This design comes from an exercise in tuning for small area, a short achievable clock period and few clock cycles on the open sky130 flow, not from production work.
The RTL was checked by simulation tests, not by an equivalence proof against the original design.
Power is estimated from default activity; no workload was simulated.

==> flow/standard.sh <==
#!/bin/bash
# synth_recipe.tcl (not shown) runs the flow's synth.tcl, then flattens the netlist and writes it again
# the make line also repeats each setting of config.mk as NAME=value (left out here)
make -C /OpenROAD-flow-scripts/flow DESIGN_CONFIG=/design/flow/config.mk WORK_HOME=/design/flow/orfs CLKGATE_MAP_FILE= SYNTH_SCRIPT=/design/flow/synth_recipe.tcl "${@:-finish}"
==> flow/design.v <==
module png_unfilter #(
    parameter ROWBUF_BYTES = 64
) (
    input  wire       clk,
    input  wire       rst,             
    input  wire       start,
    input  wire [7:0] cfg_width,
    input  wire [7:0] cfg_height,
    input  wire [2:0] cfg_colortype,
    input  wire [4:0] cfg_bitdepth,
    input  wire       cfg_interlace,
    input  wire       in_valid,
    output wire       in_ready,
    input  wire [7:0] in_data,
    output wire       out_valid,
    input  wire       out_ready,
    output wire [7:0] out_data,
    output wire       out_last,
    output wire       busy,
    output reg        done,
    output reg        fault,
    output reg  [3:0] fault_code
);
    localparam [3:0] FC_CORRUPT_CHUNK = 4'd3;
    localparam [3:0] FC_UNSUPPORTED   = 4'd6;
    reg       busy_r;
    reg       st_check, st_run, st_drain;
    reg       inr;                  
    reg       bad;                  
    reg [7:0] W, H;
    reg       il;
    reg [8:0] cls;                  
    reg [5:0] bsel;                 
    reg [3:0] bppv;                 
    reg [6:0] mask;                 
    reg [2:0] cur;                  
    reg [6:0] Rr;                   
    reg [7:0] phr;                  
    reg [6:0] idx1;                 
    reg [7:0] row1;                 
    reg       first_row;
    reg       expf;                 
    reg [2:0] filt;
    reg [6:0] Gn_R;
    reg [7:0] Gn_ph;
    reg       r1, r2;
    reg [8:0] xsel;                 
    reg [5:0] byp;                  
    wire ct_g  = (cfg_colortype == 3'd0) || (cfg_colortype == 3'd3);
    wire d_c1  = (cfg_bitdepth == 5'd1);
    wire d_c2  = (cfg_bitdepth == 5'd2);
    wire d_c4  = (cfg_bitdepth == 5'd4);
    wire d_c8  = (cfg_bitdepth == 5'd8);
    wire d_c16 = (cfg_bitdepth == 5'd16);
    wire [8:0] cls_in;
    assign cls_in[0] = ct_g && d_c1;
    assign cls_in[1] = ct_g && d_c2;
    assign cls_in[2] = ct_g && d_c4;
    assign cls_in[3] = ct_g && d_c8;
    assign cls_in[4] = ((cfg_colortype == 3'd0) && d_c16) || ((cfg_colortype == 3'd4) && d_c8);
    assign cls_in[5] = (cfg_colortype == 3'd2) && d_c8;
    assign cls_in[6] = ((cfg_colortype == 3'd4) && d_c16) || ((cfg_colortype == 3'd6) && d_c8);
    assign cls_in[7] = (cfg_colortype == 3'd2) && d_c16;
    assign cls_in[8] = (cfg_colortype == 3'd6) && d_c16;
    wire fits = cls[0] | cls[1] |
                (cls[2] & (W <= 8'd128)) | (cls[3] & (W <= 8'd64)) |
                (cls[4] & (W <= 8'd32))  | (cls[5] & (W <= 8'd21)) |
                (cls[6] & (W <= 8'd16))  | (cls[7] & (W <= 8'd10)) |
                (cls[8] & (W <= 8'd8));
    wire cfg_ok = (|cls) && (W != 8'd0) && (H != 8'd0) && fits;
    wire [6:0] mask_c = il ? {(W > 8'd0) && (H > 8'd1),
                              (W > 8'd1) && (H > 8'd0),
                              (W > 8'd0) && (H > 8'd2),
                              (W > 8'd2) && (H > 8'd0),
                              (W > 8'd0) && (H > 8'd4),
                              (W > 8'd4) && (H > 8'd0),
                              1'b1}
                           : 7'b0000001;
    wire [6:0] cand = mask & ~((7'd2 << cur) - 7'd1);
    wire       has_next = |cand;
    reg  [2:0] nxt;
    always @(*) begin
        casez (cand)
            7'b??????1: nxt = 3'd0;
            7'b?????10: nxt = 3'd1;
            7'b????100: nxt = 3'd2;
            7'b???1000: nxt = 3'd3;
            7'b??10000: nxt = 3'd4;
            7'b?100000: nxt = 3'd5;
            default:    nxt = 3'd6;
        endcase
    end
    wire [2:0] gp = st_check ? 3'd0 : nxt;
    reg  [2:0] kx, ky;
    reg  [1:0] sx, sy;
    always @(*) begin
        if (!il) begin
            kx = 3'd0; sx = 2'd0; ky = 3'd0; sy = 2'd0;
        end else begin
            case (gp)
                3'd0:    begin kx = 3'd7; sx = 2'd3; ky = 3'd7; sy = 2'd3; end
                3'd1:    begin kx = 3'd3; sx = 2'd3; ky = 3'd7; sy = 2'd3; end
                3'd2:    begin kx = 3'd3; sx = 2'd2; ky = 3'd3; sy = 2'd3; end
                3'd3:    begin kx = 3'd1; sx = 2'd2; ky = 3'd3; sy = 2'd2; end
                3'd4:    begin kx = 3'd1; sx = 2'd1; ky = 3'd1; sy = 2'd2; end
                3'd5:    begin kx = 3'd0; sx = 2'd1; ky = 3'd1; sy = 2'd1; end
                default: begin kx = 3'd0; sx = 2'd0; ky = 3'd0; sy = 2'd1; end
            endcase
        end
    end
    wire [8:0] wsum = {1'b0, W} + {6'd0, kx};
    wire [8:0] hsum = {1'b0, H} + {6'd0, ky};
    wire [7:0] pw   = wsum >> sx;
    wire [7:0] ph   = hsum >> sy;
    wire [8:0] pw9  = {1'b0, pw};
    wire [8:0] rs1  = (pw9 + 9'd7) >> 3;
    wire [8:0] rs2  = (pw9 + 9'd3) >> 2;
    wire [8:0] rs4  = (pw9 + 9'd1) >> 1;
    wire [8:0] rm3  = pw9 + {pw, 1'b0};
    reg  [6:0] geomR;
    always @(*) begin
        geomR = pw[6:0];
        if (cls[0]) geomR = rs1[6:0];
        if (cls[1]) geomR = rs2[6:0];
        if (cls[2]) geomR = rs4[6:0];
        if (cls[4]) geomR = {pw[5:0], 1'b0};
        if (cls[5]) geomR = rm3[6:0];
        if (cls[6]) geomR = {pw[4:0], 2'b00};
        if (cls[7]) geomR = {rm3[5:0], 1'b0};
        if (cls[8]) geomR = {pw[3:0], 3'b000};
    end
    reg        Lv;                  
    reg        v0, v1, v2;          
    reg  [8:0] E0, E1, E2;          
    assign in_ready  = inr;
    assign busy      = busy_r;
    assign out_valid = v0;
    assign out_data  = E0[7:0];
    assign out_last  = E0[8];
    wire fire    = in_valid & inr;
    wire fire_f  = fire & expf;
    wire fire_d  = fire & ~expf;
    wire bad_in  = (in_data > 8'd4);
    wire last_in_row = (idx1 == Rr);
    wire last_row    = (row1 == phr);
    wire final_d = fire_d & last_in_row & last_row & ~has_next;
    wire stop    = final_d | (fire_f & bad_in);
    wire pop = v0 & out_ready;
    wire [2:0] cnt = {2'b00, v0} + {2'b00, v1} + {2'b00, v2};
    wire [2:0] cnt_n = cnt + {2'b00, Lv} - {2'b00, pop};
    wire space_ok = (cnt_n + {2'b00, fire_d}) <= 3'd2;
    wire drained  = ~Lv & (cnt_n == 3'd0);
    always @(posedge clk) begin
        if (rst) begin
            busy_r     <= 1'b0;
            st_check   <= 1'b0;
            st_run     <= 1'b0;
            st_drain   <= 1'b0;
            inr        <= 1'b0;
            done       <= 1'b0;
            fault      <= 1'b0;
            fault_code <= 4'd0;
            bad        <= 1'b0;
        end else begin
            st_check <= 1'b0;
            if (!busy_r) begin
                if (start) begin
                    busy_r     <= 1'b1;
                    st_check   <= 1'b1;
                    done       <= 1'b0;
                    fault      <= 1'b0;
                    fault_code <= 4'd0;
                    bad        <= 1'b0;
                end
            end else if (st_check) begin
                if (!cfg_ok) begin
                    busy_r     <= 1'b0;
                    fault      <= 1'b1;
                    fault_code <= FC_UNSUPPORTED;
                end else begin
                    st_run <= 1'b1;
                    inr    <= 1'b1;
                end
            end else if (st_run) begin
                inr <= ~stop & space_ok;
                if (stop) begin
                    st_run   <= 1'b0;
                    st_drain <= 1'b1;
                end
                if (fire_f && bad_in)
                    bad <= 1'b1;
            end else if (st_drain) begin
                if (drained) begin
                    st_drain <= 1'b0;
                    busy_r   <= 1'b0;
                    if (bad) begin
                        fault      <= 1'b1;
                        fault_code <= FC_CORRUPT_CHUNK;
                    end else begin
                        done <= 1'b1;
                    end
                end
            end
        end
    end
    always @(posedge clk) begin
        if (!busy_r && start) begin
            W    <= cfg_width;
            H    <= cfg_height;
            il   <= cfg_interlace;
            cls  <= cls_in;
            bsel <= {cls_in[8], cls_in[7], cls_in[6], cls_in[5], cls_in[4],
                     cls_in[0] | cls_in[1] | cls_in[2] | cls_in[3]};
            bppv <= cls_in[8] ? 4'd8 : cls_in[7] ? 4'd6 : cls_in[6] ? 4'd4 :
                    cls_in[5] ? 4'd3 : cls_in[4] ? 4'd2 : 4'd1;
        end
        Gn_R  <= geomR;
        Gn_ph <= ph;
        r1   <= (Rr == 7'd1);
        r2   <= (Rr == 7'd2);
        xsel <= 9'd0;
        case (Rr)
            7'd3:  xsel[0] <= 1'b1;
            7'd4:  xsel[1] <= 1'b1;
            7'd5:  xsel[2] <= 1'b1;
            7'd6:  xsel[3] <= 1'b1;
            7'd7:  xsel[4] <= 1'b1;
            7'd8:  xsel[5] <= 1'b1;
            7'd9:  xsel[6] <= 1'b1;
            7'd10: xsel[7] <= 1'b1;
            default: xsel[8] <= 1'b1;
        endcase
        begin : segsel
            reg [6:0] n;
            reg [4:0] m;
            n = Rr - 7'd11;
            if (n >= 7'd32) begin
                m = n - 7'd22;
                byp[5] <= 1'b0;
            end else begin
                m = n[4:0];
                byp[5] <= 1'b1;
            end
            byp[4:0] <= ~m;
        end
        if (st_check) begin
            mask      <= mask_c;
            cur       <= 3'd0;
            Rr        <= geomR;
            phr       <= ph;
            idx1      <= 7'd1;
            row1      <= 8'd1;
            first_row <= 1'b1;
            expf      <= 1'b1;
        end else begin
            if (fire_f && !bad_in) begin
                filt <= in_data[2:0];
                expf <= 1'b0;
            end
            if (fire_d) begin
                if (last_in_row) begin
                    idx1 <= 7'd1;
                    expf <= 1'b1;
                    if (last_row) begin
                        cur       <= nxt;
                        Rr        <= Gn_R;
                        phr       <= Gn_ph;
                        row1      <= 8'd1;
                        first_row <= 1'b1;
                    end else begin
                        row1      <= row1 + 8'd1;
                        first_row <= 1'b0;
                    end
                end else begin
                    idx1 <= idx1 + 7'd1;
                end
            end
        end
    end
    reg  [7:0] S [0:8];             
    reg  [7:0] ch [0:52];           
    reg  [7:0] Y1, Y2;              
    reg  [7:0] NB;                  
    reg  [7:0] Hb [0:7];            
    wire [7:0] o0 = byp[0] ? S[8] : ch[0];
    wire [7:0] o1 = byp[1] ? o0   : ch[2];
    wire [7:0] o2 = byp[2] ? o1   : ch[6];
    wire [7:0] o3 = byp[3] ? o2   : ch[14];
    wire [7:0] o4 = byp[4] ? o3   : ch[30];
    wire [7:0] o5 = byp[5] ? o4   : ch[52];
    wire [7:0] X = ({8{xsel[0]}} & S[0]) | ({8{xsel[1]}} & S[1]) | ({8{xsel[2]}} & S[2]) |
                   ({8{xsel[3]}} & S[3]) | ({8{xsel[4]}} & S[4]) | ({8{xsel[5]}} & S[5]) |
                   ({8{xsel[6]}} & S[6]) | ({8{xsel[7]}} & S[7]) | ({8{xsel[8]}} & o5);
    wire [7:0] b_i = first_row ? 8'd0 : NB;
    wire       ge  = (idx1 > {3'd0, bppv});          
    wire [7:0] h_now  = ({8{bsel[0]}} & Hb[0]) | ({8{bsel[1]}} & Hb[1]) | ({8{bsel[2]}} & Hb[2]) |
                        ({8{bsel[3]}} & Hb[3]) | ({8{bsel[4]}} & Hb[5]) | ({8{bsel[5]}} & Hb[7]);
    reg  [7:0] bL, cL, in_d;
    wire [7:0] h_prev = ({8{bsel[0]}} & bL)    | ({8{bsel[1]}} & Hb[0]) | ({8{bsel[2]}} & Hb[1]) |
                        ({8{bsel[3]}} & Hb[2]) | ({8{bsel[4]}} & Hb[4]) | ({8{bsel[5]}} & Hb[6]);
    wire [7:0] c_i = ge ? (Lv ? h_prev : h_now) : 8'd0;
    wire        sgn = (b_i < c_i);
    wire signed [10:0] t  = $signed({3'b000, c_i}) + $signed({2'b00, c_i, 1'b0}) -
                            $signed({2'b00, b_i, 1'b0});
    wire signed [10:0] w  = $signed({3'b000, c_i}) + $signed({2'b00, c_i, 1'b0}) -
                            $signed({3'b000, b_i}) + $signed({10'd0, ~sgn});
    wire signed [10:0] wq = w >>> 1;
    wire        ten = sgn ? (t <= 11'sd255) : (t >= 11'sd0);
    wire        wal = sgn ? (wq >= 11'sd255) : (wq <= 11'sd0);
    reg        aokL, lastL, sgnL, tenL, walL;
    reg  [7:0] t8L, w8L;
    always @(posedge clk) begin
        in_d  <= in_data;
        bL    <= b_i;
        cL    <= c_i;
        aokL  <= ge;
        lastL <= last_in_row;
        sgnL  <= sgn;
        tenL  <= ten;
        walL  <= wal;
        t8L   <= t[7:0];
        w8L   <= wq[7:0];
    end
    wire [7:0] a_t = ({8{bsel[0]}} & S[0]) | ({8{bsel[1]}} & S[1]) | ({8{bsel[2]}} & S[2]) |
                     ({8{bsel[3]}} & S[3]) | ({8{bsel[4]}} & S[5]) | ({8{bsel[5]}} & S[7]);
    wire [7:0] a   = aokL ? a_t : 8'd0;
    wire [7:0] ra = in_d + a;
    wire [7:0] rb = in_d + bL;
    wire [7:0] rc = in_d + cL;
    wire [9:0] savg = {2'b00, a} + {2'b00, bL} + {1'b0, in_d, 1'b0};
    wire [7:0] ravg = savg[8:1];
    wire pickA = sgnL ? ((a <= bL) | (tenL & (a >= t8L))) : ((a >= bL) | (tenL & (a <= t8L)));
    wire pickB = walL | (sgnL ? (a <= w8L) : (a >= w8L));
    wire [7:0] paeth = pickA ? ra : (pickB ? rb : rc);
    reg [7:0] recon;
    always @(*) begin
        case (filt)
            3'd1:    recon = ra;
            3'd2:    recon = rb;
            3'd3:    recon = ravg;
            3'd4:    recon = paeth;
            default: recon = in_d;
        endcase
    end
    integer k;
    always @(posedge clk) begin
        if (fire_d)
            NB <= Lv ? (r2 ? recon : X) : Y1;
        else
            NB <= Lv ? (r1 ? recon : Y1) : (r1 ? S[0] : Y2);
        if (Lv) begin
            S[0] <= recon;
            for (k = 1; k < 9; k = k + 1)
                S[k] <= S[k-1];
            ch[0] <= S[8];
            ch[1] <= o0;
            ch[2] <= ch[1];
            ch[3] <= o1;
            for (k = 4; k < 7; k = k + 1)
                ch[k] <= ch[k-1];
            ch[7] <= o2;
            for (k = 8; k < 15; k = k + 1)
                ch[k] <= ch[k-1];
            ch[15] <= o3;
            for (k = 16; k < 31; k = k + 1)
                ch[k] <= ch[k-1];
            ch[31] <= o4;
            for (k = 32; k < 53; k = k + 1)
                ch[k] <= ch[k-1];
            Y1 <= r2 ? recon : X;
            Y2 <= Y1;
            Hb[0] <= bL;
            for (k = 1; k < 8; k = k + 1)
                Hb[k] <= Hb[k-1];
        end
    end
    wire [8:0] newe = {lastL, recon};
    always @(posedge clk) begin
        if (pop)
            E0 <= v1 ? E1 : newe;
        else if (!v0)
            E0 <= newe;
        if (pop)
            E1 <= v2 ? E2 : newe;
        else if (!v1)
            E1 <= newe;
        if (pop || !v2)
            E2 <= newe;
    end
    always @(posedge clk) begin
        if (rst) begin
            Lv <= 1'b0;
            v0 <= 1'b0;
            v1 <= 1'b0;
            v2 <= 1'b0;
        end else begin
            Lv <= fire_d;
            v0 <= (cnt_n >= 3'd1);
            v1 <= (cnt_n >= 3'd2);
            v2 <= (cnt_n >= 3'd3);
        end
    end
endmodule
==> flow/constraint.sdc <==
create_clock -name core_clock -period 12.5 [get_ports {clk}]
set_input_delay 2.5000 -clock core_clock [delete_from_list [all_inputs] [get_ports {clk}]]
set_output_delay 2.5000 -clock core_clock [all_outputs]
set_load 0.01 [all_outputs]
==> flow/config.mk <==
export PLATFORM = sky130hd
export DESIGN_NAME = png_unfilter
export DESIGN_NICKNAME = png_unfilter
export VERILOG_FILES = /design/flow/design.v
export SDC_FILE = /design/flow/constraint.sdc
export NUM_CORES = 4
export LEC_CHECK = 0
export CAP_MARGIN = 20
export CORE_MARGIN = 2
export CORE_UTILIZATION = 40
export PLACE_DENSITY = 0.6
export SLEW_MARGIN = 20
==> flow/flow/run.sh <==
#!/bin/bash
set -e
export SETUP_SLACK_MARGIN=8.5
bash standard.sh > standard.log 2>&1
==> results of run 1 <==
[worst register-to-register path, stage by stage, from the launching register on]
cell and delay (ns):
edfxtp_1 0.38, inv_2 0.08, ha_4 0.20, nor2b_1 0.12, o21ai_1 0.12, nand2b_1 0.07
a21oi_1 0.14, a41oi_1 0.07, or4_4 0.52, nand3_4 0.13, inv_4 0.06, ha_4 0.16
fa_2 0.33, a21o_1 0.17, a21oi_2 0.16, nor2b_1 0.06, o21ai_1 0.11, nand2b_1 0.13
xnor2_2 0.18, ha_1 0.33, ha_4 0.17, or3_1 0.36, o21ai_1 0.11, a21oi_2 0.07
xor2_1 0.16, or4_1 0.41, or4_1 0.42, o211ai_1 0.10
[registers in the layout (all words and copies together) (netlist names), 9 cells and up]
signal and flops:
E0 9, S 72, E1 9, xsel 9
E2 9, Hb 64, ch 424, cls 9
[Yosys cell counts (25+ instances only)]
cell type  number  share of area
ha_1          126          0.048
inv_1         119          0.014
a21oi_1       132          0.020
dfxtp_1       135          0.082
o21ai_0        56         0.0085
nand2b_1       30         0.0057
mux2i_1        38          0.012
nand2_1       106          0.012
mux2_2         61          0.021
clkbuf_1       59         0.0067
a21o_1         30         0.0069
nor3_1         28         0.0043
a22oi_1        50          0.011
a222oi_1       25         0.0076
xor2_1         45          0.012
edfxtp_1      641           0.59
nor2_1        136          0.016
nand3_1        48         0.0073
xnor2_1        64          0.017
nor2b_1        25         0.0048
[layout by cell type (no fill, tap or decap), drive strengths merged, types with 68 or more instances in the layout]
master,Yosys,routed
a21oi,132,132
buf,28,160
clkbuf,59,117
dfxtp,135,135
edfxtp,641,641
ha,126,126
inv,124,128
nand2,106,106
nor2,136,136
o21ai,68,68
[routing by layer]
layer,GRT usage,share of wire,up-vias
li1,-,-,9307
met1,0.232,0.45,9884
met2,0.258,0.46,557
met3,0.0304,0.049,184
met4,0.0797,0.046,0
met5,0,0,-
[how the worst max path moves through the flow]
| stage | from | to | slack [ns] |
|---|---|---|---|
| after floorplan | Lv | walL | 4.12 |
| after global placement | cur[0] | Rr[5] | 6.58 |
| after detailed placement | cur[0] | Rr[2] | 6.47 |
| after CTS | bppv[1] | walL | 7.08 |
| after global routing | bppv[1] | walL | 6.85 |
| final | bppv[1] | walL | 7.11 |
[stage by stage]
stage	cell area (um^2)	instances	hold slack [ns]
after floorplan	33500	2337	0.400
after global placement	35100	3393	0.401
after detailed placement	35100	3393	0.405
after CTS	38800	3612	0.414
after global routing	40300	3684	0.418
final	40300	3684	0.410
[power by group through the flow]
stage / registers [mW] / clock network (mW) / logic [mW]
final: 2.91 / 2.38 / 0.950
after global routing: 2.92 / 2.55 / 1.02
after CTS: 2.91 / 2.45 / 0.808
after detailed placement: 2.97 / 0 / 0.710
after global placement: 2.97 / 0 / 0.696
after floorplan: 2.93 / 0 / 0.546
[kinds of logic after synthesis]
| group | Yosys count | synth area share |
|---|---|---|
| AOI/OAI and AO/OA | 496 | 0.105 |
| and+or+nand+nor | 495 | 0.0771 |
| buffers and inverters | 212 | 0.0257 |
| adders and majority gates | 145 | 0.0596 |
| muxes | 101 | 0.0334 |
| other | 2 | 0.000229 |
| xor gates and xnor gates | 110 | 0.0298 |
| DFF | 776 | 0.669 |
[area by class of cell]
type	instances	area share
Sequential cell	776	0.546
Multi-Input combinational cell	1349	0.292
Clock buffer	115	0.0573
Timing Repair Buffer	214	0.0510
Tap cell	1070	0.0332
Inverter	125	0.0125
Clock inverter	34	0.00857
Antenna cell	1	0.0000621
[repair_timing]
action	CTS	global route
setup endpoints to repair	196	247
endpoints found under the hold margin	0	0
buffers inserted	70	68
gates resized for setup	149	179
gates cloned	0	1
pin swaps	49	72
==> results.sh, run 1 <==
export IMPL_status="complete, no violations"
export IMPL_fillers=6996
export IMPL_fp_dieH_um=290
export IMPL_period_needed_ns=5.39
export IMPL_pre_cts_ws_ns=6.47
export IMPL_avgSynthCellArea_um2=14.0
export IMPL_viasPerCell=5.41
export IMPL_startpoint_type="register"
export IMPL_clock_path_buffers=3
export IMPL_synth_ff_latch_count=776
export IMPL_period_share=0.432
export IMPL_switching_share=0.252
export IMPL_pwr_density_cell_mw_per_mm2=155
export IMPL_drc=0
export IMPL_finalSetupTns_ns=0
export IMPL_finalSetupViolations=0
export IMPL_vias=19900
export IMPL_worstMarginPinSlew_ns=1.19
export IMPL_max_freq_ghz=0.185
export IMPL_synth_edf_count=641
export IMPL_grt_pass1_wl_mm=112
export IMPL_cts_root_buf="clkbuf_16"
export IMPL_rsz0062_at_grt="yes"
export IMPL_drt_first_iter_violations=1736
export IMPL_antenna_found_initial=1
export IMPL_rr_startpoint="bppv[1]"
export IMPL_grt_pass1_vias=19600
export IMPL_power_switching_mw=1.57
export IMPL_ant_nets=0
export IMPL_min_to="ch[45][1]"
export IMPL_grt_max_degree=200
export IMPL_path_buf_inv=2
export IMPL_hold_violations=0
export IMPL_cts_sinks=776
export IMPL_drtPass1Iterations=6
export IMPL_leakage_nw=14.2
export IMPL_path_max_fanout=6
export IMPL_finalWorstSetupSlack_ns=7.11
export IMPL_ys_warn_count=4
export IMPL_regArea_mm2=0.0220
export IMPL_crit_reg2reg_capture="walL"
export IMPL_insertion_delay_ns=0.64
export IMPL_worst_setup_path_end_kind="register"
export IMPL_clock_power_share=0.382
export IMPL_h_tree_depth=3
export IMPL_worst_hold_path_type="reg2reg"
export IMPL_p_int_mw=4.67
export IMPL_numCtsBuffers=82
export IMPL_die_w_um=290
export IMPL_worst_path_stages=27
export IMPL_dp_hpwl_mm=47.4
export IMPL_cap_violations=0
export IMPL_relSlewSlack=0.205
export IMPL_slew_violations=0
export IMPL_multi_input_area_mm2=0.0117
export IMPL_ys_seq_area_frac=0.669
export IMPL_worst_path_max_delay_cell="or4_4"
export IMPL_cts_tree="done"
export IMPL_dieArea_mm2=0.0844
export IMPL_routabilityCongestion=0.859
export IMPL_post_route_util=0.493
export IMPL_path_class="reg2reg"
export IMPL_wl_mm=73.3
export IMPL_rows=105
export IMPL_ir_drop_mv=0.104
export IMPL_ff2ff_path_depth=27
export IMPL_p_comb_frac=0.152
export IMPL_start_util=0.402
export IMPL_clk_pin_slew_worst_paths_ns=0.06
export IMPL_yosysUniqueCellTypes=98
export IMPL_port_buffers=54
export IMPL_reg2reg_slack_ns=7.11
export IMPL_slowest_delay_ns=0.52
export IMPL_num_io_pins=56
export IMPL_required_ns=13.06
export IMPL_gr_total_overflow=0
export IMPL_nNetsFinal=2731
export IMPL_syn_num_nets=2520
export IMPL_worst_hold_startpoint="ch[44][1]"
export IMPL_fin_worst_skew_ns=0.0213
export IMPL_drive_above_1_share=0.245
export IMPL_holdBufCountCts=0
export IMPL_synth_ff_type="edfxtp_1"
export IMPL_async_flop_share=0
export IMPL_synthCells=2337
export IMPL_wl_per_cell_um=19.9
export IMPL_area_growth_pct=22.7
export IMPL_worst_hold_path_num_cells=0
export IMPL_power_frac_seq=0.466
export IMPL_syn_cell_area_mm2=0.0328
export IMPL_core_area_mm2=0.0817
export IMPL_arrival_ns=5.95
export IMPL_track_usage=0.168
export IMPL_crit_family="simple AND/OR/NAND/NOR gates"
export IMPL_power_mw=6.24
Testbench counts, summed over its fixed seeds: cycles 111,622.
==> run 2, diff against run 1 <==
==> flow/run.sh (new file) <==
#!/bin/bash
# synth_recipe.tcl (not shown) runs the flow's synth.tcl, then flattens the netlist and writes it again
# the make line also repeats each setting of config.mk as NAME=value (left out here)
make -C /OpenROAD-flow-scripts/flow DESIGN_CONFIG=/design/flow/config.mk WORK_HOME=/design/flow/orfs CLKGATE_MAP_FILE= SYNTH_SCRIPT=/design/flow/synth_recipe.tcl finish
removed: flow/flow/run.sh
removed: flow/standard.sh
==> results.sh, run 2 <==
export IMPL_worst_setup_path_end_kind="register"
export IMPL_finalWorstSetupSlack_ns=5.06
export IMPL_viasPerCell=5.42
export IMPL_fp_dieH_um=290
export IMPL_arrival_ns=7.81
export IMPL_holdBufCountCts=0
export IMPL_yosysUniqueCellTypes=98
export IMPL_hold_violations=0
export IMPL_dp_hpwl_mm=47.0
export IMPL_insertion_delay_ns=0.64
export IMPL_avgSynthCellArea_um2=14.0
export IMPL_gr_total_overflow=0
export IMPL_worst_hold_path_type="reg2reg"
export IMPL_synthAdderAreaFrac=0.0596
export IMPL_async_flop_share=0
export IMPL_rows=105
export IMPL_clock_path_buffers=3
export IMPL_rsz0062_at_grt="no"
export IMPL_synth_ff_type="edfxtp_1"
export IMPL_synth_ff_latch_count=776
export IMPL_relSlewSlack=0.280
export IMPL_synthXorXnorAreaFrac=0.0298
export IMPL_fin_worst_skew_ns=0.0301
export IMPL_start_util=0.402
export IMPL_cts_root_buf="clkbuf_16"
export IMPL_worst_path_max_delay_cell="o21ai_1"
export IMPL_p_int_mw=4.50
export IMPL_startpoint_type="register"
export IMPL_worstMarginPinSlew_ns=1.08
export IMPL_synth_compound_area_frac=0.105
export IMPL_wl_mm=70.6
export IMPL_port_buffers=54
export IMPL_grt_pass1_wl_mm=110
export IMPL_hold_ws_ns=0.411
export IMPL_clk_pin_slew_worst_paths_ns=0.06
export IMPL_track_usage=0.166
export IMPL_ant_nets=0
export IMPL_ys_warn_count=4
export IMPL_core_area_mm2=0.0817
export IMPL_period_needed_ns=7.44
export IMPL_dieArea_mm2=0.0844
export IMPL_syn_num_nets=2520
export IMPL_cap_violations=0
export IMPL_clock_power_share=0.400
export IMPL_status="complete, no violations"
export IMPL_regMostFlops="ch"
export IMPL_routabilityCongestion=0.878
export IMPL_synthCells=2337
export IMPL_period_share=0.595
export IMPL_yosysTopAreaCell="edfxtp_1"
export IMPL_post_synth_top_count_cell="edfxtp_1"
export IMPL_vias=19200
export IMPL_numCtsBuffers=82
export IMPL_grt_pass1_vias=19000
export IMPL_largest_register_ffs=424
export IMPL_required_ns=12.87
export IMPL_max_freq_ghz=0.134
export IMPL_leakage_nw=13.1
export IMPL_pre_cts_ws_ns=5.10
export IMPL_top_regs="ch x424, S x72, Hb x64"
export IMPL_wl_per_cell_um=19.9
export IMPL_final_cell_mix="641 x edfxtp_1, 136 x nor2_1, 134 x dfxtp_1"
export IMPL_cts_tree="done"
export IMPL_ctsResizeCount=0
export IMPL_drt_first_iter_violations=1689
export IMPL_num_io_pins=56
export IMPL_nNetsFinal=2596
export IMPL_syn_cell_area_mm2=0.0328
export IMPL_num_antenna_cells=0
export IMPL_mostFrequentLayoutCell="edfxtp_1"
export IMPL_path_class="reg2reg"
export IMPL_p_comb_frac=0.111
export IMPL_drc=0
export IMPL_pwr_density_cell_mw_per_mm2=160
export IMPL_synthTopCellsByCount="641 x edfxtp_1, 136 x nor2_1, 135 x dfxtp_1, 132 x a21oi_1, 126 x ha_1"
export IMPL_finalSetupViolations=0
export IMPL_drtPass1Iterations=8
export IMPL_slowest_delay_ns=0.67
export IMPL_ys_seq_area_frac=0.669
export IMPL_synth_edf_count=641
export IMPL_grt_max_degree=206
export IMPL_cts_setup_buffers=0
export IMPL_ir_drop_mv=0.102
export IMPL_synthTopCellsByArea="edfxtp_1 59%, dfxtp_1 8.2%, ha_1 4.8%"
export IMPL_antenna_found_initial=0
export IMPL_finalSetupTns_ns=0
export IMPL_switching_share=0.244
export IMPL_synth_top_area_share=0.586
export IMPL_synth_top_family_by_area="compound AO/OA/AOI/OAI gates"
export IMPL_synth_mux_area_frac=0.0334
export IMPL_synth_simple_area_share=0.0771
export IMPL_die_w_um=290
export IMPL_power_frac_seq=0.489
export IMPL_power_switching_mw=1.45
export IMPL_slew_violations=0
export IMPL_path_max_fanout=10
export IMPL_area_growth_pct=13.4
export IMPL_cts_sinks=776
export IMPL_h_tree_depth=3
export IMPL_drive_above_1_share=0.0989
## run 2: per-stage QoR
stage               power [mW]  utilization  cells  cell area [um^2]
finish                    5.95        0.455   3547             37200
global route              6.19        0.455   3547             37200
CTS                       6.02        0.455   3546             37200
detailed placement        3.62        0.423   3398             34500
global placement          3.61        0.423   3398             34500
floorplan                 3.42            -   2337             32800
## run 2: per-layer routing
layer | up-vias | wire length [um] | part of all wire | global-route usage
met1 | 9505 | 33300 | 0.47 | 0.240
li1 | 9042 | - | - | -
met2 | 544 | 32000 | 0.45 | 0.255
met4 | 0 | 1840 | 0.026 | 0.0516
met3 | 124 | 3460 | 0.049 | 0.0283
met5 | - | 0 | 0 | 0
## run 2: cell families after synthesis
group	after synthesis
buf+inv	212
compound gates	496
simple gates	495
xor+xnor	110
other cells	2
fa+ha+maj	145
flops	776
mux	101
## run 2: layout make-up
cell class                 instances  area (um^2)
sequential                       776        22000
multi-input combinational       1349        10000
inverter                         125          469
fill                            7190        44500
tap                             1070         1340
clock inverter                    53          529
clock buffer                      95         2110
timing repair buffer              79          777
## run 2: power groups by stage
stage	sequential [mW]	combinational [mW]	clock, mW
2_1_floorplan	2.93	0.492	0
3_3_place_gp	2.97	0.647	0
3_5_place_dp	2.97	0.655	0
4_1_cts	2.91	0.659	2.45
5_1_grt	2.92	0.734	2.54
6_report	2.91	0.659	2.38
## run 2: path summary, 6_finish.rpt
kind	startpoint	endpoint	slack, ns	depth (start not counted)
setup / recovery	cur[0]	Rr[6]	5.06	25
hold / removal	ch[33][7]	ch[34][7]	0.41	0
setup reg to reg	cur[0]	Rr[6]	5.06	25
hold reg to reg	ch[33][7]	ch[34][7]	0.41	0
## run 2: critical path, delay by kind of cell (launching register included)
family	cells	cell delay, ns
fa+ha+maj	4	1.36
compound gates	12	2.75
mux	2	1.06
flops	1	0.42
simple gates	4	0.77
buf+inv	2	0.49
xor+xnor	1	0.30
==> run 3, diff against run 2 <==
--- a/flow/design.v
+++ b/flow/design.v
@@ -34,5 +34,7 @@
     reg [3:0] bppv;                 
     reg [6:0] mask;                 
-    reg [2:0] cur;                  
+    reg [2:0] np;                   
+    reg       hn;                   
+    reg       ok_r;                 
     reg [6:0] Rr;                   
     reg [7:0] phr;                  
@@ -63,20 +65,20 @@
     assign cls_in[7] = (cfg_colortype == 3'd2) && d_c16;
     assign cls_in[8] = (cfg_colortype == 3'd6) && d_c16;
-    wire fits = cls[0] | cls[1] |
-                (cls[2] & (W <= 8'd128)) | (cls[3] & (W <= 8'd64)) |
-                (cls[4] & (W <= 8'd32))  | (cls[5] & (W <= 8'd21)) |
-                (cls[6] & (W <= 8'd16))  | (cls[7] & (W <= 8'd10)) |
-                (cls[8] & (W <= 8'd8));
-    wire cfg_ok = (|cls) && (W != 8'd0) && (H != 8'd0) && fits;
-    wire [6:0] mask_c = il ? {(W > 8'd0) && (H > 8'd1),
-                              (W > 8'd1) && (H > 8'd0),
-                              (W > 8'd0) && (H > 8'd2),
-                              (W > 8'd2) && (H > 8'd0),
-                              (W > 8'd0) && (H > 8'd4),
-                              (W > 8'd4) && (H > 8'd0),
+    wire w_ok = cls_in[0] | cls_in[1] |
+                (cls_in[2] & (cfg_width <= 8'd128)) | (cls_in[3] & (cfg_width <= 8'd64)) |
+                (cls_in[4] & (cfg_width <= 8'd32))  | (cls_in[5] & (cfg_width <= 8'd21)) |
+                (cls_in[6] & (cfg_width <= 8'd16))  | (cls_in[7] & (cfg_width <= 8'd10)) |
+                (cls_in[8] & (cfg_width <= 8'd8));
+    wire ok_in = w_ok && (cfg_width != 8'd0) && (cfg_height != 8'd0);
+    wire [6:0] mask_in = cfg_interlace ?
+                             {(cfg_width > 8'd0) && (cfg_height > 8'd1),
+                              (cfg_width > 8'd1) && (cfg_height > 8'd0),
+                              (cfg_width > 8'd0) && (cfg_height > 8'd2),
+                              (cfg_width > 8'd2) && (cfg_height > 8'd0),
+                              (cfg_width > 8'd0) && (cfg_height > 8'd4),
+                              (cfg_width > 8'd4) && (cfg_height > 8'd0),
                               1'b1}
                            : 7'b0000001;
-    wire [6:0] cand = mask & ~((7'd2 << cur) - 7'd1);
-    wire       has_next = |cand;
+    wire [6:0] cand = mask & ~((7'd2 << np) - 7'd1);
     reg  [2:0] nxt;
     always @(*) begin
@@ -91,5 +93,5 @@
         endcase
     end
-    wire [2:0] gp = st_check ? 3'd0 : nxt;
+    wire [2:0] gp = np;
     reg  [2:0] kx, ky;
     reg  [1:0] sx, sy;
@@ -144,11 +146,12 @@
     wire last_in_row = (idx1 == Rr);
     wire last_row    = (row1 == phr);
-    wire final_d = fire_d & last_in_row & last_row & ~has_next;
+    wire final_d = fire_d & last_in_row & last_row & ~hn;
     wire stop    = final_d | (fire_f & bad_in);
     wire pop = v0 & out_ready;
-    wire [2:0] cnt = {2'b00, v0} + {2'b00, v1} + {2'b00, v2};
-    wire [2:0] cnt_n = cnt + {2'b00, Lv} - {2'b00, pop};
-    wire space_ok = (cnt_n + {2'b00, fire_d}) <= 3'd2;
-    wire drained  = ~Lv & (cnt_n == 3'd0);
+    wire v0_n = Lv | v1 | (v0 & ~pop);
+    wire v1_n = Lv ? (v1 | (v0 & ~pop)) : (v2 | (v1 & ~pop));
+    wire v2_n = Lv ? (v2 | (v1 & ~pop)) : (v2 & ~pop);
+    wire space_ok = ~v1_n | (~v2_n & ~fire_d);
+    wire drained  = ~v0_n;
     always @(posedge clk) begin
         if (rst) begin
@@ -174,5 +177,5 @@
                 end
             end else if (st_check) begin
-                if (!cfg_ok) begin
+                if (!ok_r) begin
                     busy_r     <= 1'b0;
                     fault      <= 1'b1;
@@ -210,4 +213,7 @@
             il   <= cfg_interlace;
             cls  <= cls_in;
+            ok_r <= ok_in;
+            mask <= mask_in;
+            np   <= 3'd0;
             bsel <= {cls_in[8], cls_in[7], cls_in[6], cls_in[5], cls_in[4],
                      cls_in[0] | cls_in[1] | cls_in[2] | cls_in[3]};
@@ -245,6 +251,6 @@
         end
         if (st_check) begin
-            mask      <= mask_c;
-            cur       <= 3'd0;
+            np        <= nxt;
+            hn        <= |cand;
             Rr        <= geomR;
             phr       <= ph;
@@ -263,5 +269,6 @@
                     expf <= 1'b1;
                     if (last_row) begin
-                        cur       <= nxt;
+                        np        <= nxt;
+                        hn        <= |cand;
                         Rr        <= Gn_R;
                         phr       <= Gn_ph;
@@ -301,13 +308,9 @@
     wire [7:0] c_i = ge ? (Lv ? h_prev : h_now) : 8'd0;
     wire        sgn = (b_i < c_i);
-    wire signed [10:0] t  = $signed({3'b000, c_i}) + $signed({2'b00, c_i, 1'b0}) -
-                            $signed({2'b00, b_i, 1'b0});
-    wire signed [10:0] w  = $signed({3'b000, c_i}) + $signed({2'b00, c_i, 1'b0}) -
-                            $signed({3'b000, b_i}) + $signed({10'd0, ~sgn});
-    wire signed [10:0] wq = w >>> 1;
-    wire        ten = sgn ? (t <= 11'sd255) : (t >= 11'sd0);
-    wire        wal = sgn ? (wq >= 11'sd255) : (wq <= 11'sd0);
-    reg        aokL, lastL, sgnL, tenL, walL;
-    reg  [7:0] t8L, w8L;
+    wire [10:0] c3  = {3'b000, c_i} + {2'b00, c_i, 1'b0};
+    wire [10:0] t   = c3 - {2'b00, b_i, 1'b0};
+    wire [10:0] w   = c3 - {3'b000, b_i};
+    reg        aokL, lastL, sgnL;
+    reg [10:0] tL, wL;
     always @(posedge clk) begin
         in_d  <= in_data;
@@ -317,8 +320,6 @@
         lastL <= last_in_row;
         sgnL  <= sgn;
-        tenL  <= ten;
-        walL  <= wal;
-        t8L   <= t[7:0];
-        w8L   <= wq[7:0];
+        tL    <= t;
+        wL    <= w;
     end
     wire [7:0] a_t = ({8{bsel[0]}} & S[0]) | ({8{bsel[1]}} & S[1]) | ({8{bsel[2]}} & S[2]) |
@@ -330,6 +331,14 @@
     wire [9:0] savg = {2'b00, a} + {2'b00, bL} + {1'b0, in_d, 1'b0};
     wire [7:0] ravg = savg[8:1];
-    wire pickA = sgnL ? ((a <= bL) | (tenL & (a >= t8L))) : ((a >= bL) | (tenL & (a <= t8L)));
-    wire pickB = walL | (sgnL ? (a <= w8L) : (a >= w8L));
+    wire t_neg = tL[10];
+    wire t_big = ~tL[10] & (|tL[9:8]);
+    wire a_ge_t = t_neg | (~t_big & (a >= tL[7:0]));
+    wire a_le_t = ~t_neg & (t_big | (a <= tL[7:0]));
+    wire w_neg = wL[10];
+    wire w_big = ~wL[10] & wL[9];
+    wire a2_ge_w = w_neg | (~w_big & ({a, 1'b0} >= wL[8:0]));
+    wire a2_le_w = ~w_neg & (w_big | ({a, 1'b0} <= wL[8:0]));
+    wire pickA = sgnL ? ((a <= bL) | a_ge_t) : ((a >= bL) | a_le_t);
+    wire pickB = sgnL ? a2_le_w : a2_ge_w;
     wire [7:0] paeth = pickA ? ra : (pickB ? rb : rc);
     reg [7:0] recon;
@@ -396,7 +405,7 @@
         end else begin
             Lv <= fire_d;
-            v0 <= (cnt_n >= 3'd1);
-            v1 <= (cnt_n >= 3'd2);
-            v2 <= (cnt_n >= 3'd3);
+            v0 <= v0_n;
+            v1 <= v1_n;
+            v2 <= v2_n;
         end
     end
==> flow/flow/run.sh (new file) <==
#!/bin/bash
set -e
export SETUP_SLACK_MARGIN=8.5
bash standard.sh > standard.log 2>&1
==> flow/standard.sh (new file) <==
#!/bin/bash
# synth_recipe.tcl (not shown) runs the flow's synth.tcl, then flattens the netlist and writes it again
# the make line also repeats each setting of config.mk as NAME=value (left out here)
make -C /OpenROAD-flow-scripts/flow DESIGN_CONFIG=/design/flow/config.mk WORK_HOME=/design/flow/orfs CLKGATE_MAP_FILE= SYNTH_SCRIPT=/design/flow/synth_recipe.tcl "${@:-finish}"
removed: flow/run.sh
==> results.sh, run 3 <==
export IMPL_slew_violations=0
export IMPL_rsz0062_at_grt="yes"
export IMPL_ys_warn_count=4
export IMPL_num_io_pins=56
export IMPL_rr_startpoint="np[2]"
export IMPL_p_comb_frac=0.255
export IMPL_holdBufCountCts=0
export IMPL_port_buffers=54
export IMPL_antenna_found_initial=1
export IMPL_grt_max_degree=218
export IMPL_leakage_nw=14.2
export IMPL_core_area_mm2=0.0817
export IMPL_met2_usage=0.267
export IMPL_num_antenna_cells=0
export IMPL_post_route_util=0.491
export IMPL_period_needed_ns=4.28
export IMPL_met3_usage=0.0296
export IMPL_finalSetupTns_ns=0
export IMPL_cts_tree="done"
export IMPL_crit_chain="clkinvlp_4 > o21ai_4 > inv_2 > ha_4 > fa_2 > a21oi_4 > o21bai_1 > mux2_4 > o22ai_4 > o21a_4 > clkinv_8 > ha_4 > nand2_4 > or3_1 > o211ai_1 > mux2i_1 > nand4_1 > a21oi_2 > mux2_2"
export IMPL_ff2ff_path_depth=19
export IMPL_async_flop_share=0
export IMPL_track_usage=0.173
export IMPL_insertion_delay_ns=0.63
export IMPL_top_regs="ch x424, S x72, Hb x64"
export IMPL_viasPerCell=5.53
export IMPL_switching_share=0.283
export IMPL_cap_violations=0
export IMPL_nNetsFinal=2715
export IMPL_wl_per_cell_um=20.5
export IMPL_pwr_density_cell_mw_per_mm2=179
export IMPL_p_int_mw=5.15
export IMPL_drive_above_1_share=0.233
export IMPL_rows=105
export IMPL_clock_path_buffers=3
export IMPL_yosysTopAreaCell="edfxtp_1"
export IMPL_worstMarginPinSlew_ns=1.01
export IMPL_dpl_cell_area_mm2=0.0348
export IMPL_crit_top_cell="ha_4"
export IMPL_worst_hold_path_type="reg2reg"
export IMPL_synthTopCellsByCount="642 x edfxtp_1, 139 x dfxtp_1, 133 x a21oi_1, 128 x inv_1, 126 x nor2_1"
export IMPL_startpoint="np[2]"
export IMPL_startpoint_type="register"
export IMPL_yosysUniqueCellTypes=108
export IMPL_fin_area_mm2=0.0401
export IMPL_power_switching_mw=2.03
export IMPL_status="complete, no violations"
export IMPL_crit_family="compound AO/OA/AOI/OAI gates"
export IMPL_start_util=0.402
export IMPL_power_mw=7.18
export IMPL_drc=0
export IMPL_hold_violations=0
export IMPL_vias=20300
export IMPL_cts_root_buf="clkbuf_16"
export IMPL_finalSetupViolations=0
export IMPL_numCtsBuffers=80
export IMPL_worst_path_max_delay_cell="fa_2"
export IMPL_reg2reg_slack_ns=8.22
export IMPL_clock_power_share=0.332
export IMPL_cts_sinks=781
export IMPL_mostFrequentLayoutCell="edfxtp_1"
export IMPL_post_synth_top_count_cell="edfxtp_1"
export IMPL_worst_hold_path_num_cells=0
export IMPL_syn_num_nets=2511
export IMPL_drt_first_iter_violations=1887
export IMPL_regMostFlops="ch"
export IMPL_gr_max_usage_layer="met2"
export IMPL_path_max_fanout=6
export IMPL_synth_ff_latch_count=781
export IMPL_largest_register_ffs=424
export IMPL_relSlewSlack=0.327
export IMPL_power_frac_seq=0.414
export IMPL_crit_reg2reg_capture="Rr[6]"
export IMPL_grt_pass1_vias=19900
export IMPL_required_ns=12.98
export IMPL_path_buf_inv=3
export IMPL_worst_setup_path_end_kind="register"
export IMPL_syn_cell_area_mm2=0.0328
export IMPL_die_w_um=291
export IMPL_path_class="reg2reg"
export IMPL_synth_ff_type="edfxtp_1"
export IMPL_slowest_delay_ns=0.44
export IMPL_dp_hpwl_mm=48.3
export IMPL_clk_pin_slew_worst_paths_ns=0.06
export IMPL_wl_mm=75.5
export IMPL_crit_end="Rr[6]"
export IMPL_synthTopCellsByArea="edfxtp_1 59%, dfxtp_1 8.5%, ha_1 4.3%"
export IMPL_dieArea_mm2=0.0844
export IMPL_instances_no_fill=3680
export IMPL_ir_drop_mv=0.103
export IMPL_period_share=0.342
export IMPL_ant_nets=0
export IMPL_max_freq_ghz=0.234
export IMPL_h_tree_depth=3
export IMPL_ys_seq_area_frac=0.672
export IMPL_fp_dieH_um=291
export IMPL_final_cell_mix="642 x edfxtp_1, 131 x dfxtp_1, 118 x buf_4"
export IMPL_routabilityCongestion=0.909
export IMPL_area_growth_pct=22.2
export IMPL_fin_worst_skew_ns=0.0250
export IMPL_worst_path_stages=19
export IMPL_grt_met1_usage=0.242
export IMPL_avgSynthCellArea_um2=14.0
export IMPL_synth_edf_count=642
export IMPL_synth_top_area_share=0.587
export IMPL_arrival_ns=4.76
export IMPL_fillers=6896
export IMPL_grt_pass1_wl_mm=115
export IMPL_dpl_cell_count=3393
export IMPL_synthCells=2345
export IMPL_gr_total_overflow=0
export IMPL_drtPass1Iterations=6
==> run 3: area by class of cell <==
| class | instances | area, um^2 | area share |
|---|---|---|---|
| clock buffers | 106 | 2230 | 0.0556 |
| well taps | 1070 | 1340 | 0.0334 |
| inverters | 138 | 594 | 0.0148 |
| repair buffers | 212 | 2100 | 0.0522 |
| multi-input cells | 1336 | 11400 | 0.284 |
| flip-flops and latches | 781 | 22100 | 0.550 |
| clock inverters | 37 | 404 | 0.0101 |
==> run 3: stage by stage <==
stage	setup WS, ns	hold slack, ns
after floorplan	5.36	0.400
after global placement	7.12	0.401
after detailed placement	6.98	0.405
after CTS	8.24	0.411
after global routing	8.08	0.410
final	8.22	0.411
==> run 3: power by group through the flow <==
stage	combinational (mW)	sequential, mW	clock, mW
CTS	1.58	2.97	2.44
finish	1.83	2.97	2.38
global placement	1.21	3.03	0
floorplan	1.02	2.96	0
global route	1.94	2.98	2.53
detailed placement	1.23	3.03	0
==> run 3: cell families (layout without fill, tap and decap cells) <==
group	after synthesis	after routing	synth area share
AO/OA/AOI/OAI	523	523	0.113
XOR/XNOR	99	99	0.0268
adder cells (fa/ha/maj)	129	129	0.0527
buffers and inverters	228	493	0.0286
flip-flops	781	781	0.672
multiplexers	95	95	0.0315
other	1	1	0.000114
AND/OR/NAND/NOR	489	489	0.0754
==> run 3: how the worst min path moves through the flow <==
stage,endpoint,start,slack [ns]
floorplan,ch[10][0],ch[9][0],0.40
global placement,ch[9][3],ch[8][3],0.40
detailed placement,ch[12][3],ch[11][3],0.40
CTS,ch[21][6],ch[20][6],0.41
global route,ch[43][5],ch[42][5],0.41
finish,ch[21][6],ch[20][6],0.41
==> run 3: layer usage <==
| metal | vias up | wire length [um] |
|---|---|---|
| li1 | 9365 | - |
| met1 | 10200 | 34300 |
| met2 | 639 | 34600 |
| met3 | 155 | 3770 |
| met4 | 2 | 2820 |
| met5 | - | 8 |
==> run 3: timing repair <==
action | 4_1_cts | 5_1_grt
setup buffers | 92 | 47
setup endpoints to repair | 133 | 70
cloned | 3 | 1
pin swaps | 90 | 88
resized for setup | 179 | 120
Testbench counts of run 3, summed over its fixed seeds: cycles 111,622.
==> run 4, diff against run 3 <==
==> flow/run.sh (new file) <==
#!/bin/bash
# synth_recipe.tcl (not shown) runs the flow's synth.tcl, then flattens the netlist and writes it again
# the make line also repeats each setting of config.mk as NAME=value (left out here)
make -C /OpenROAD-flow-scripts/flow DESIGN_CONFIG=/design/flow/config.mk WORK_HOME=/design/flow/orfs CLKGATE_MAP_FILE= SYNTH_SCRIPT=/design/flow/synth_recipe.tcl finish
removed: flow/flow/run.sh
removed: flow/standard.sh
==> results.sh, run 4 <==
export IMPL_status="complete, no violations"
export IMPL_rsz0062_at_grt="no"
export IMPL_path_class="reg2reg"
export IMPL_leakage_nw=13.0
export IMPL_num_antenna_cells=0
export IMPL_max_freq_ghz=0.164
export IMPL_post_synth_top_count_cell="edfxtp_1"
export IMPL_worst_hold_path_type="reg2reg"
export IMPL_routabilityCongestion=0.876
export IMPL_drc=0
export IMPL_ant_nets=0
export IMPL_worst_hold_path_num_cells=0
export IMPL_holdBufCountCts=0
export IMPL_cts_root_buf="clkbuf_16"
export IMPL_insertion_delay_ns=0.64
export IMPL_fillers=7236
export IMPL_period_share=0.488
export IMPL_die_w_um=291
export IMPL_core_area_mm2=0.0817
export IMPL_viasPerCell=5.43
export IMPL_final_cell_mix="642 x edfxtp_1, 138 x dfxtp_1, 133 x a21oi_1"
export IMPL_cts_setup_buffers=0
export IMPL_numCtsBuffers=82
export IMPL_vias=19300
export IMPL_path_max_fanout=15
export IMPL_grt_pass1_wl_mm=108
export IMPL_ir_drop_mv=0.103
export IMPL_ff2ff_path_depth=18
export IMPL_drtPass1Iterations=6
export IMPL_wl_mm=69.3
export IMPL_fp_dieH_um=291
export IMPL_nNetsFinal=2574
export IMPL_avgSynthCellArea_um2=14.0
export IMPL_ctsResizeCount=0
export IMPL_synthCells=2345
export IMPL_track_usage=0.161
export IMPL_startpoint_type="register"
export IMPL_synth_top_area_share=0.587
export IMPL_fin_worst_skew_ns=0.0435
export IMPL_finalSetupViolations=0
export IMPL_gr_total_overflow=0
export IMPL_start_util=0.402
export IMPL_dieArea_mm2=0.0844
export IMPL_ys_warn_count=4
export IMPL_wl_per_cell_um=19.6
export IMPL_finalSetupTns_ns=0
export IMPL_synthTopCellsByCount="642 x edfxtp_1, 139 x dfxtp_1, 133 x a21oi_1, 128 x inv_1, 126 x nor2_1"
export IMPL_synthTopCellsByArea="edfxtp_1 59%, dfxtp_1 8.5%, ha_1 4.3%"
export IMPL_largest_register_ffs=424
export IMPL_port_buffers=54
export IMPL_slew_violations=0
export IMPL_drt_first_iter_violations=1802
export IMPL_arrival_ns=6.56
export IMPL_grt_pass1_vias=18800
export IMPL_syn_cell_area_mm2=0.0328
export IMPL_drive_above_1_share=0.103
export IMPL_rows=105
export IMPL_dp_hpwl_mm=46.4
export IMPL_worst_setup_path_end_kind="register"
export IMPL_ys_seq_area_frac=0.672
export IMPL_hold_violations=0
export IMPL_cts_tree="done"
export IMPL_pwr_density_cell_mw_per_mm2=176
export IMPL_yosysTopAreaCell="edfxtp_1"
export IMPL_num_io_pins=56
export IMPL_area_growth_pct=13.2
export IMPL_instances_no_fill=3544
export IMPL_cts_sinks=781
export IMPL_antenna_found_initial=1
export IMPL_syn_num_nets=2511
export IMPL_worstMarginPinSlew_ns=1.16
export IMPL_grt_max_degree=191
export IMPL_clk_pin_slew_worst_paths_ns=0.06
export IMPL_clock_path_buffers=3
export IMPL_power_mw=6.56
export IMPL_cap_violations=0
export IMPL_relSlewSlack=0.224
export IMPL_async_flop_share=0
export IMPL_synth_ff_type="edfxtp_1"
export IMPL_mostFrequentLayoutCell="edfxtp_1"
export IMPL_dpl_cell_count=3394
export IMPL_period_needed_ns=6.10
export IMPL_required_ns=12.95
export IMPL_synth_ff_latch_count=781
export IMPL_synth_edf_count=642
export IMPL_h_tree_depth=3
export IMPL_regMostFlops="ch"
export IMPL_yosysUniqueCellTypes=108
export IMPL_top_regs="ch x424, S x72, Hb x64"
run 4: routing by layer:
metal,share of wire,up-vias,routed length (um),global-route usage
met3,0.049,120,3390,0.0275
met4,0.030,2,2070,0.0572
met2,0.46,571,31700,0.250
met5,0.00017,-,12,0
met1,0.46,9490,32200,0.229
li1,-,9076,-,-
run 4: stage by stage:
| stage | setup WS [ns] | utilization | hold slack [ns] | area (um^2) |
|---|---|---|---|---|
| 3_3_place_gp | 6.15 | 0.422 | 0.402 | 34400 |
| 5_1_grt | 6.00 | 0.455 | 0.407 | 37200 |
| 4_1_cts | 6.00 | 0.455 | 0.401 | 37200 |
| 3_5_place_dp | 6.02 | 0.422 | 0.405 | 34400 |
| 2_1_floorplan | 1.98 | - | 0.400 | 32800 |
| 6_report | 6.40 | 0.455 | 0.403 | 37200 |
run 4: kinds of logic after synthesis:
kind of cell	Yosys count	share of synthesized area
DFF	781	0.672
AOI/OAI and AO/OA	523	0.113
and+or+nand+nor	489	0.0754
buffers and inverters	228	0.0286
adders and majority gates	129	0.0527
xor gates and xnor gates	99	0.0268
muxes	95	0.0315
other	1	0.000114
run 4: layout make-up:
| type | instances | area (um^2) | share of cell area |
|---|---|---|---|
| clock inverters | 43 | 495 | 0.0133 |
| clock buffers | 107 | 2230 | 0.0599 |
| multi-input cells | 1336 | 9840 | 0.265 |
| flip-flops and latches | 781 | 22100 | 0.593 |
| repair buffers | 69 | 682 | 0.0183 |
| inverters | 138 | 531 | 0.0143 |
| well taps | 1070 | 1340 | 0.0360 |
run 4: report_power, final:
part	switching (mW)	internal, mW
Clock	1.00	1.43
Sequential	0.0793	2.88
Combinational	0.703	0.465
Total	1.78	4.78
run 4: path summary, 6_finish.rpt:
check / startpoint / to / slack, ns
setup / recovery: np[1] / Rr[4] / 6.40
hold / removal: ch[11][1] / ch[12][1] / 0.40
setup reg to reg: np[1] / Rr[4] / 6.40
hold reg to reg: ch[11][1] / ch[12][1] / 0.40
run 4: critical path, cell delays in order (launching register included):
cell	delay, ns
dfxtp_1	0.61
nor2_1	0.14
o21ai_0	0.82
inv_1	0.21
ha_1	0.29
fa_1	0.44
a21oi_2	0.38
o2111ai_1	0.20
o2111ai_2	0.14
nor3_2	0.11
o21ai_2	0.54
ha_1	0.47
inv_1	0.18
nor4_4	0.30
xnor2_1	0.09
a22oi_1	0.14
nor4b_1	0.47
o21ai_1	0.19
a31oi_1	0.19

[re-timing with driven ports]
Ports are ideal in the flow. The routed layouts listed here were re-timed in OpenROAD. Step 1 (the two cells are an assumption about what drives the block):
set clk [get_ports {clk}]
set_driving_cell -lib_cell sky130_fd_sc_hd__clkbuf_16 $clk
set_driving_cell -lib_cell sky130_fd_sc_hd__buf_2 [delete_from_list [all_inputs] $clk]
Step 2 moves the port delays by t, midway between the first and last clock arrival at a register: inputs arrive t later, outputs are due t later. That takes back most of the time a late clock gives input paths. Slacks: ideal ports / drivers / drivers and shift; pairs: ideal ports / drivers.
run	t, ns	slack for setup (ns)	hold slack, ns	worst data-port slew with drivers (ns)
run 1	0.692	7.106 / 7.106 / 7.106	0.410 / 0.410 / 0.410	0.09
run 2	0.689	5.056 / 5.056 / 5.056	0.411 / 0.411 / 0.411	0.04
run 3	0.686	8.222 / 8.222 / 7.913	0.411 / 0.411 / 0.411	0.07
run 4	0.680	6.396 / 6.396 / 6.396	0.403 / 0.403 / 0.403	0.08
After both steps setup and hold are still met in every run listed. The setup slack of run 3, which loses most, moves by 0.000 ns with the drivers and by -0.309 ns with both steps.
